From an optimization exercise on the open Yosys and OpenROAD flow, aimed at small area, a short achievable clock period and few clock cycles per item; shortcuts taken in it are not production practice.
In this exercise RTL edits were held to simulation tests only and were not proved equivalent to the original.
Power is estimated from default activity; no workload was simulated.

### config.mk
export PLATFORM = sky130hd
export DESIGN_NAME = bp91_codec
export DESIGN_NICKNAME = bp91_codec
export VERILOG_FILES = /design/flow/design.v
export SDC_FILE = /design/flow/constraint.sdc
export NUM_CORES = 4
export LEC_CHECK = 0
export CAP_MARGIN = 20
export CORE_MARGIN = 2
export CORE_UTILIZATION = 25
export PLACE_DENSITY = 0.45
export SLEW_MARGIN = 20
### constraint.sdc
create_clock -name core_clock -period 12.0 [get_ports {clk}]
set_input_delay 2.4000 -clock core_clock [delete_from_list [all_inputs] [get_ports {clk}]]
set_output_delay 2.4000 -clock core_clock [all_outputs]
set_load 0.01 [all_outputs]
### design.v
module bp91_codec (
    input  wire        clk,
    input  wire        rst,
    input  wire        cmd_valid,
    output wire        cmd_ready,
    input  wire [1:0]  cmd_op,
    input  wire [11:0] cmd_len,
    input  wire        in_valid,
    output wire        in_ready,
    input  wire [7:0]  in_data,
    output wire        out_valid,
    input  wire        out_ready,
    output wire [7:0]  out_data,
    output reg         done,
    output reg  [7:0]  err_code,
    output reg  [11:0] err_info
);
    localparam OP_LOAD = 2'd0;
    localparam OP_ENC  = 2'd1;
    localparam OP_DEC  = 2'd2;
    localparam OP_DECS = 2'd3;
    localparam ERR_OK           = 8'h00;
    localparam ERR_WRONG_LENGTH = 8'h01;
    localparam ERR_ALPHA_ASCII  = 8'h02;
    localparam ERR_DUPLICATE    = 8'h03;
    localparam ERR_DEC_ASCII    = 8'h04;
    localparam ERR_INVALID      = 8'h05;
    localparam ERR_NO_ALPHABET  = 8'h13;
    localparam S_IDLE  = 3'd0;
    localparam S_LOAD  = 3'd1;
    localparam S_ENC   = 3'd2;
    localparam S_DEC   = 3'd3;
    localparam S_FLUSH = 3'd4;
    localparam S_DRAIN = 3'd5;
    localparam S_DONE  = 3'd6;
    reg [2:0]  state;
    reg [1:0]  op;
    reg [11:0] len;        
    reg [11:0] idx;        
    reg [6:0]   sym [0:90];
    reg [6:0]   rev [0:127];
    reg [127:0] rev_v;
    reg         alpha_ok;
    reg [20:0] acc;
    reg [4:0]  n;
    reg [6:0]  pend;
    reg        pend_v;
    reg        bad_seen;       
    reg [11:0] bad_idx;
    reg        dup_seen;       
    reg [11:0] dup_idx;
    reg        derr;           
    reg [7:0]  derr_code;
    reg [11:0] derr_idx;
    reg        noalpha;        
    reg [7:0]  q0, q1;
    reg [1:0]  qcnt;
    wire in_fire  = in_valid  && in_ready;
    wire out_fire = out_valid && out_ready;
    assign cmd_ready = (state == S_IDLE);
    assign out_valid = (qcnt != 2'd0);
    assign out_data  = (op == OP_ENC) ? {1'b0, sym[q0[6:0]]} : q0;
    wire more = (idx != len);
    assign in_ready = more && (qcnt == 2'd0) &&
                      (state == S_LOAD || state == S_ENC || state == S_DEC);
    wire [20:0] e_acc = acc | ({13'd0, in_data} << n);
    wire [5:0]  e_n   = {1'b0, n} + 6'd8;
    wire [12:0] e_v13 = e_acc[12:0];
    wire        e_13  = (e_v13 > 13'd88);
    wire [13:0] e_v   = e_13 ? {1'b0, e_v13} : e_acc[13:0];
    wire [13:0] e_lo  = e_v % 14'd91;
    wire [13:0] e_hi  = e_v / 14'd91;
    wire [20:0] e_acc_next = e_13 ? (e_acc >> 13) : (e_acc >> 14);
    wire [5:0]  e_n_next   = e_13 ? (e_n - 6'd13) : (e_n - 6'd14);
    wire [12:0] f_acc = acc[12:0];
    wire [12:0] f_lo  = f_acc % 13'd91;
    wire [12:0] f_hi  = f_acc / 13'd91;
    wire        f_two = (n > 5'd7) || (f_acc > 13'd90);
    wire        d_member = !in_data[7] && rev_v[in_data[6:0]];
    wire [6:0]  d_c      = rev[in_data[6:0]];
    wire [13:0] d_v      = {7'd0, pend} + {7'd0, d_c} * 14'd91;
    wire        d_13     = (d_v[12:0] > 13'd88);
    wire [20:0] d_acc    = acc | ({7'd0, d_v} << n);
    wire [5:0]  d_n      = {1'b0, n} + (d_13 ? 6'd13 : 6'd14);
    wire        d_two    = (d_n > 6'd15);
    wire [20:0] d_acc_next = d_two ? (d_acc >> 16) : (d_acc >> 8);
    wire [5:0]  d_n_next   = d_two ? (d_n - 6'd16) : (d_n - 6'd8);
    wire [20:0] d_last     = acc | ({14'd0, pend} << n);
    always @(posedge clk) begin
        if (rst) begin
            state    <= S_IDLE;
            alpha_ok <= 1'b0;
            qcnt     <= 2'd0;
            done     <= 1'b0;
            err_code <= ERR_OK;
            err_info <= 12'd0;
        end else begin
            done <= 1'b0;
            if (out_fire) begin
                q0   <= q1;
                qcnt <= qcnt - 2'd1;
            end
            case (state)
            S_IDLE: begin
                if (cmd_valid) begin
                    op       <= cmd_op;
                    len      <= cmd_len;
                    idx      <= 12'd0;
                    acc      <= 21'd0;
                    n        <= 5'd0;
                    pend_v   <= 1'b0;
                    bad_seen <= 1'b0;
                    dup_seen <= 1'b0;
                    derr     <= 1'b0;
                    noalpha  <= (cmd_op != OP_LOAD) && !alpha_ok;
                    if (cmd_op == OP_LOAD) begin
                        alpha_ok <= 1'b0;
                        rev_v    <= 128'd0;
                        state    <= S_LOAD;
                    end else if (cmd_op == OP_ENC) begin
                        state <= S_ENC;
                    end else begin
                        state <= S_DEC;
                    end
                end
            end
            S_LOAD: begin
                if (in_fire) begin
                    idx <= idx + 12'd1;
                    if (idx < 12'd91) begin
                        sym[idx] <= in_data[6:0];
                        if (in_data[7]) begin
                            if (!bad_seen) begin
                                bad_seen <= 1'b1;
                                bad_idx  <= idx;
                            end
                        end else if (rev_v[in_data[6:0]]) begin
                            if (!dup_seen) begin
                                dup_seen <= 1'b1;
                                dup_idx  <= idx;
                            end
                        end else begin
                            rev[in_data[6:0]]   <= idx[6:0];
                            rev_v[in_data[6:0]] <= 1'b1;
                        end
                    end
                end else if (!more) begin
                    state <= S_DONE;
                    if (len != 12'd91) begin
                        err_code <= ERR_WRONG_LENGTH;
                        err_info <= len;
                    end else if (bad_seen) begin
                        err_code <= ERR_ALPHA_ASCII;
                        err_info <= bad_idx;
                    end else if (dup_seen) begin
                        err_code <= ERR_DUPLICATE;
                        err_info <= dup_idx;
                    end else begin
                        err_code <= ERR_OK;
                        err_info <= 12'd0;
                        alpha_ok <= 1'b1;
                    end
                end
            end
            S_ENC: begin
                if (in_fire) begin
                    idx <= idx + 12'd1;
                    if (!noalpha) begin
                        if (e_n > 6'd13) begin
                            acc  <= e_acc_next;
                            n    <= e_n_next[4:0];
                            q0   <= {1'b0, e_lo[6:0]};
                            q1   <= {1'b0, e_hi[6:0]};
                            qcnt <= 2'd2;
                        end else begin
                            acc <= e_acc;
                            n   <= e_n[4:0];
                        end
                    end
                end else if (!more && qcnt == 2'd0) begin
                    state <= S_FLUSH;
                end
            end
            S_DEC: begin
                if (in_fire) begin
                    idx <= idx + 12'd1;
                    if (!noalpha && !derr) begin
                        if (!d_member) begin
                            if (op == OP_DECS) begin
                                derr      <= 1'b1;
                                derr_code <= in_data[7] ? ERR_DEC_ASCII : ERR_INVALID;
                                derr_idx  <= idx;
                            end
                        end else if (!pend_v) begin
                            pend   <= d_c;
                            pend_v <= 1'b1;
                        end else begin
                            pend_v <= 1'b0;
                            acc    <= d_acc_next;
                            n      <= d_n_next[4:0];
                            q0     <= d_acc[7:0];
                            q1     <= d_acc[15:8];
                            qcnt   <= d_two ? 2'd2 : 2'd1;
                        end
                    end
                end else if (!more && qcnt == 2'd0) begin
                    state <= S_FLUSH;
                end
            end
            S_FLUSH: begin
                state <= S_DRAIN;
                if (!noalpha && !derr) begin
                    if (op == OP_ENC) begin
                        if (n != 5'd0) begin
                            q0   <= {1'b0, f_lo[6:0]};
                            q1   <= {1'b0, f_hi[6:0]};
                            qcnt <= f_two ? 2'd2 : 2'd1;
                        end
                    end else if (pend_v) begin
                        q0   <= d_last[7:0];
                        qcnt <= 2'd1;
                    end
                end
            end
            S_DRAIN: begin
                if (qcnt == 2'd0) begin
                    state <= S_DONE;
                    if (noalpha) begin
                        err_code <= ERR_NO_ALPHABET;
                        err_info <= 12'd0;
                    end else if (derr) begin
                        err_code <= derr_code;
                        err_info <= derr_idx;
                    end else begin
                        err_code <= ERR_OK;
                        err_info <= 12'd0;
                    end
                end
            end
            S_DONE: begin
                done  <= 1'b1;
                state <= S_IDLE;
            end
            default: state <= S_IDLE;
            endcase
        end
    end
endmodule
### run.sh
#!/bin/bash
# synth_recipe.tcl (not shown) runs the flow's synth.tcl, then flattens the netlist and writes it again
# the make line also repeats each setting of config.mk as NAME=value (left out here)
make -C /OpenROAD-flow-scripts/flow DESIGN_CONFIG=/design/flow/config.mk WORK_HOME=/design/flow/orfs CLKGATE_MAP_FILE= SYNTH_SCRIPT=/design/flow/synth_recipe.tcl finish
==> results_tabular.tex <==
\begin{tabular}{lr}
\hline
Metric & Value \\
\hline
\multicolumn{2}{l}{\textbf{Clocking}} \\
Clk Tree Root Cell & clkbuf\_16 \\
Post-CTS clock slew at the launch and capture registers of the worst setup and hold paths & $\sim$0.060 ns \\
\# hold bufs at CTS & 0 \\
Clock tree from TritonCTS & built \\
TritonCTS Buffers & 193 \\
Count of H-tree levels built during CTS & 4 \\
Buffers inserted by post-CTS timing repair & 0 \\
Maximum number of buffers from clock root to sink & 4 \\
Number of sinks driven by the clock tree & about 1,800 \\
Clock insertion delay at the later pin of the skew report & slightly below 0.9 ns \\
Post-CTS Resized & 0 \\
\multicolumn{2}{l}{\textbf{Setup path}} \\
Register-to-Register Path Depth & 29 \\
Startpoint of the worst register-to-register path & n[1] \\
Class of the most critical setup path & input port to flip-flop \\
Maximum net fanout on the critical path & 34 \\
Required time worst endpoint & 12.65 ns \\
Type of element launching the critical path & input port \\
Setup crit start & in\_data[0] \\
Arrival time worst endpoint & about 12 ns \\
Endpoint of the worst-slack reg-to-reg timing path & q1[0] \\
Critical Path End Type & flip-flop \\
Crit-path slowest cell & fa\_1 \\
R2R setup slack & 2.08 ns \\
Maximum single-stage delay on the critical path & between 0.5 and 0.6 ns \\
\multicolumn{2}{l}{\textbf{Place}} \\
Number of I/O port buffers & 54 \\
Placed cell area & just under 90,000 µm² \\
Placed wire-length estimate & about 170 mm \\
GPL Wtd Cong & just under 0.9 \\
\multicolumn{2}{l}{\textbf{Drt}} \\
Avg Vias per Cell & just over 5 \\
Routed Antenna Nets & 0 \\
Pre-Repair DR Iteration Count & 23 \\
Detailed-route wire length per cell & approximately 26 µm \\
Sum of routed wire length over all layers & 264.4 mm \\
DR iter-0 viols & around 5,800 \\
Number of remaining DRC errors & 0 \\
Via count & around 53,000 \\
\multicolumn{2}{l}{\textbf{Synth}} \\
Syn avg cell area & 14.06 µm² \\
Async set-reset flop share out of synthesis & 0 \\
Post-synthesis instance area & 81,320 µm² \\
Yosys top cell by area & edfxtp\_1 \\
Seq/Total Area, Yosys & 0.6639 \\
Unique masters post-synth & between 100 and 150 \\
Synth Instances & about 5,800 \\
Fraction of post-synthesis cell area in the top cell type by area & 0.6566 \\
Leading cell type by number of instances after synthesis & edfxtp\_1 \\
Count of flip-flops with a built-in enable after synthesis & 1,778 \\
Most instantiated flip-flop cell in the synthesis netlist & edfxtp\_1 \\
Commonest cells post-synth & 1,778 x edfxtp\_1, 608 x nor2\_1, 477 x a22oi\_1 \\
Cell types occupying the most area after synthesis & edfxtp\_1 66\%, mux4\_2 5.5\%, a22oi\_1 4.4\% \\
Synth Warn \# & 1 \\
Register bit total from synthesis & roughly 1,800 \\
\multicolumn{2}{l}{\textbf{Power}} \\
Power Density & roughly 270 nW/µm² \\
Total power consumption of the routed design & 0.02528 W \\
Peak ir drop on the vdd network & 0.3764 mV \\
Leak pwr & 28.64 nW \\
\multicolumn{2}{l}{\textbf{GRT}} \\
Via count of the first global-routing pass & 53,250 \\
Number of antenna violations at the first check in global routing & 15 \\
Pin count of the biggest net entering global routing & 141 \\
First-pass GRT wire length & 383.8 mm \\
Gr ovfl total & 0 \\
GRT Util Overall & 0.1548 \\
\multicolumn{2}{l}{\textbf{Layout}} \\
Fraction of final layout cells sized beyond drive strength 1 & 0.1341 \\
Area growth syn-to-layout & 15.20\% \\
Net count reported at finish & $\sim$6,000 \\
Final non-filler cell area & $\sim$94,000 µm² \\
\multicolumn{2}{l}{\textbf{STA}} \\
Slew headroom & 0.2364 \\
Post-route clock skew & approximately 0.086 ns \\
Transition time of the tightest slew-check pin & 1.145 ns \\
RSZ-0062 raised after global routing & no \\
Setup violations, final & 0 \\
Hold violation total from the final report & 0 \\
Maximum frequency from static timing analysis & around 0.090 GHz \\
Final Cycle Share & 0.9294 \\
Number of pins with negative max-slew slack in the final report & 0 \\
Shortest period the worst path allows & $\sim$11 ns \\
\multicolumn{2}{l}{\textbf{Flow run}} \\
Max Cap Viol & 0 \\
\multicolumn{2}{l}{\textbf{Run status}} \\
Outcome & no timing/DRC/antenna violations \\
\multicolumn{2}{l}{\textbf{Floorplanning}} \\
Total Die Area & 329,900 µm² \\
Placeable core area & 324,000 µm² \\
Site row count & between 200 and 250 \\
Initial core utilization & 0.2510 \\
Die Ht & roughly 570 µm \\
Die X-Extent & around 570 µm \\
Number of primary I/O pins & just under 60 \\
\multicolumn{2}{l}{\textbf{Min path}} \\
Path class of the lowest-slack min-delay path & flip-flop to flip-flop \\
Worst hold endpoint & err\_code[2] \\
Worst hold path stage count & 2 \\
Critical hold path startpoint & err\_code[2] \\
\hline
\end{tabular}
==> worst max-delay path by stage <==
stage          cells past startpoint  slack [ns]  endpoint
2_1_floorplan                     41        0.58      n[3]
3_5_place_dp                      43        0.01    acc[5]
6_report                          43        0.85    acc[5]
5_1_grt                           29        0.37     q1[0]
4_1_cts                           43        0.86    acc[5]
3_3_place_gp                      43       -0.20      n[3]
==> cells by family (layout without fill, tap and decap cells) <==
kind of cell	count (synthesis)	after routing	share of synthesized area
fa+ha+maj	81	81	0.01414
flops	1808	1808	0.6639
compound gates	1612	1612	0.1400
simple gates	1380	1380	0.07852
other cells	1	7	0.00004611
mux	316	316	0.07021
xor+xnor	90	90	0.009693
buf+inv	494	729	0.02340
==> critical path, delay by kind of cell <==
family,cells,cell delay [ns]
and+or+nand+nor,11,2.10
xor gates and xnor gates,2,0.33
buffers and inverters,10,1.71
AOI/OAI and AO/OA,13,2.56
adders and majority gates,7,2.61
==> through the flow <==
stage          cells  utilization  hold slack [ns]  setup TNS (ns)  setup slack, ns
4_1_cts        10340       0.2890           0.4626               0           0.8646
6_report       10350       0.2891           0.4609               0           0.8470
3_5_place_dp   10010       0.2713           0.4535               0          0.01255
2_1_floorplan   5785            -           0.4616               0           0.5796
3_3_place_gp   10010       0.2713           0.4610         -0.4485          -0.1990
5_1_grt        10350       0.2891           0.4826               0           0.3718
==> state kept, by name (all words and copies together) (netlist names), 2 cells and up, named ones only <==
name / count
sym: 637
acc: 21
pend: 7
state: 3
err_info: 12
dup_idx: 12
op: 2
len: 12
q0: 8
qcnt: 2
rev_v: 128
err_code: 4
bad_idx: 12
rev: 896
q1: 8
idx: 12
n: 5
derr_idx: 12
==> placed cells by master (no fill, tap or decap), types with 59 or more instances in the layout <==
cell and count:
mux4_2 200, a21oi_1 318, nand2_1 275, ha_1 59
clkbuf_16 195, mux2i_1 83, buf_4 223, inv_1 96
nor3_1 78, xnor2_1 67, nand3_1 63, nand4_1 85
nor2_1 600, o21ai_0 183, a22oi_1 477, edfxtp_1 1778
a41oi_1 70
==> power by group <==
group	internal, W	leakage [nW]	switching [W]
registers	0.00745	16.3	0.000264
logic	0.00439	9.51	0.00755
clock network	0.00314	2.80	0.00248
==> cell type report <==
class                      instances  area (µm²)
antenna                            3       7.507
clock buffer                     245        5067
clock inverter                    91       671.9
fill                           32540      230300
inverter                         102       382.9
multi-input combinational       3483       25580
sequential                      1808       54000
tap                             4325        5411
timing repair buffer             291        2559
==> metal layers <==
metal	global-route usage	vias to the layer above	share of wire
li1	-	23450	-
met1	0.2117	27720	0.44
met2	0.2572	1956	0.48
met3	0.02290	365	0.059
met4	0.03763	10	0.023
met5	0	-	0.00028
Testbench counts, summed over its fixed seeds: cycles 70,114, items 35,196.

re-timing with driven ports:
No port has a modelled driver above. Below, the same layout with a new extraction and two added sets of constraints.
Step 1: set_driving_cell puts a clkbuf_16 on clk and a buf_2 on each other input, an assumption about the parent block.
Step 2 times the ports against the registers' clock, not the clock port: input delays grow and output delays shrink by t, the midpoint of the rising clock arrivals with the driver on.
Three values: ideal, step 1, step 2; two values: the first two.
shift t [ns]: 0.922
slack for setup (ns): 0.847 / 0.850 / -0.072
clock arrival spread, ns: 0.088 / 0.088
slew at the worst register clock pin (ns): 0.07 / 0.07
worst slew at a driven data input, ns: 0.28
Met with ideal ports but missed after step 2: setup timing in this run. The setup slack of this run moves by +0.003 ns with the drivers and by -0.919 ns with both steps.
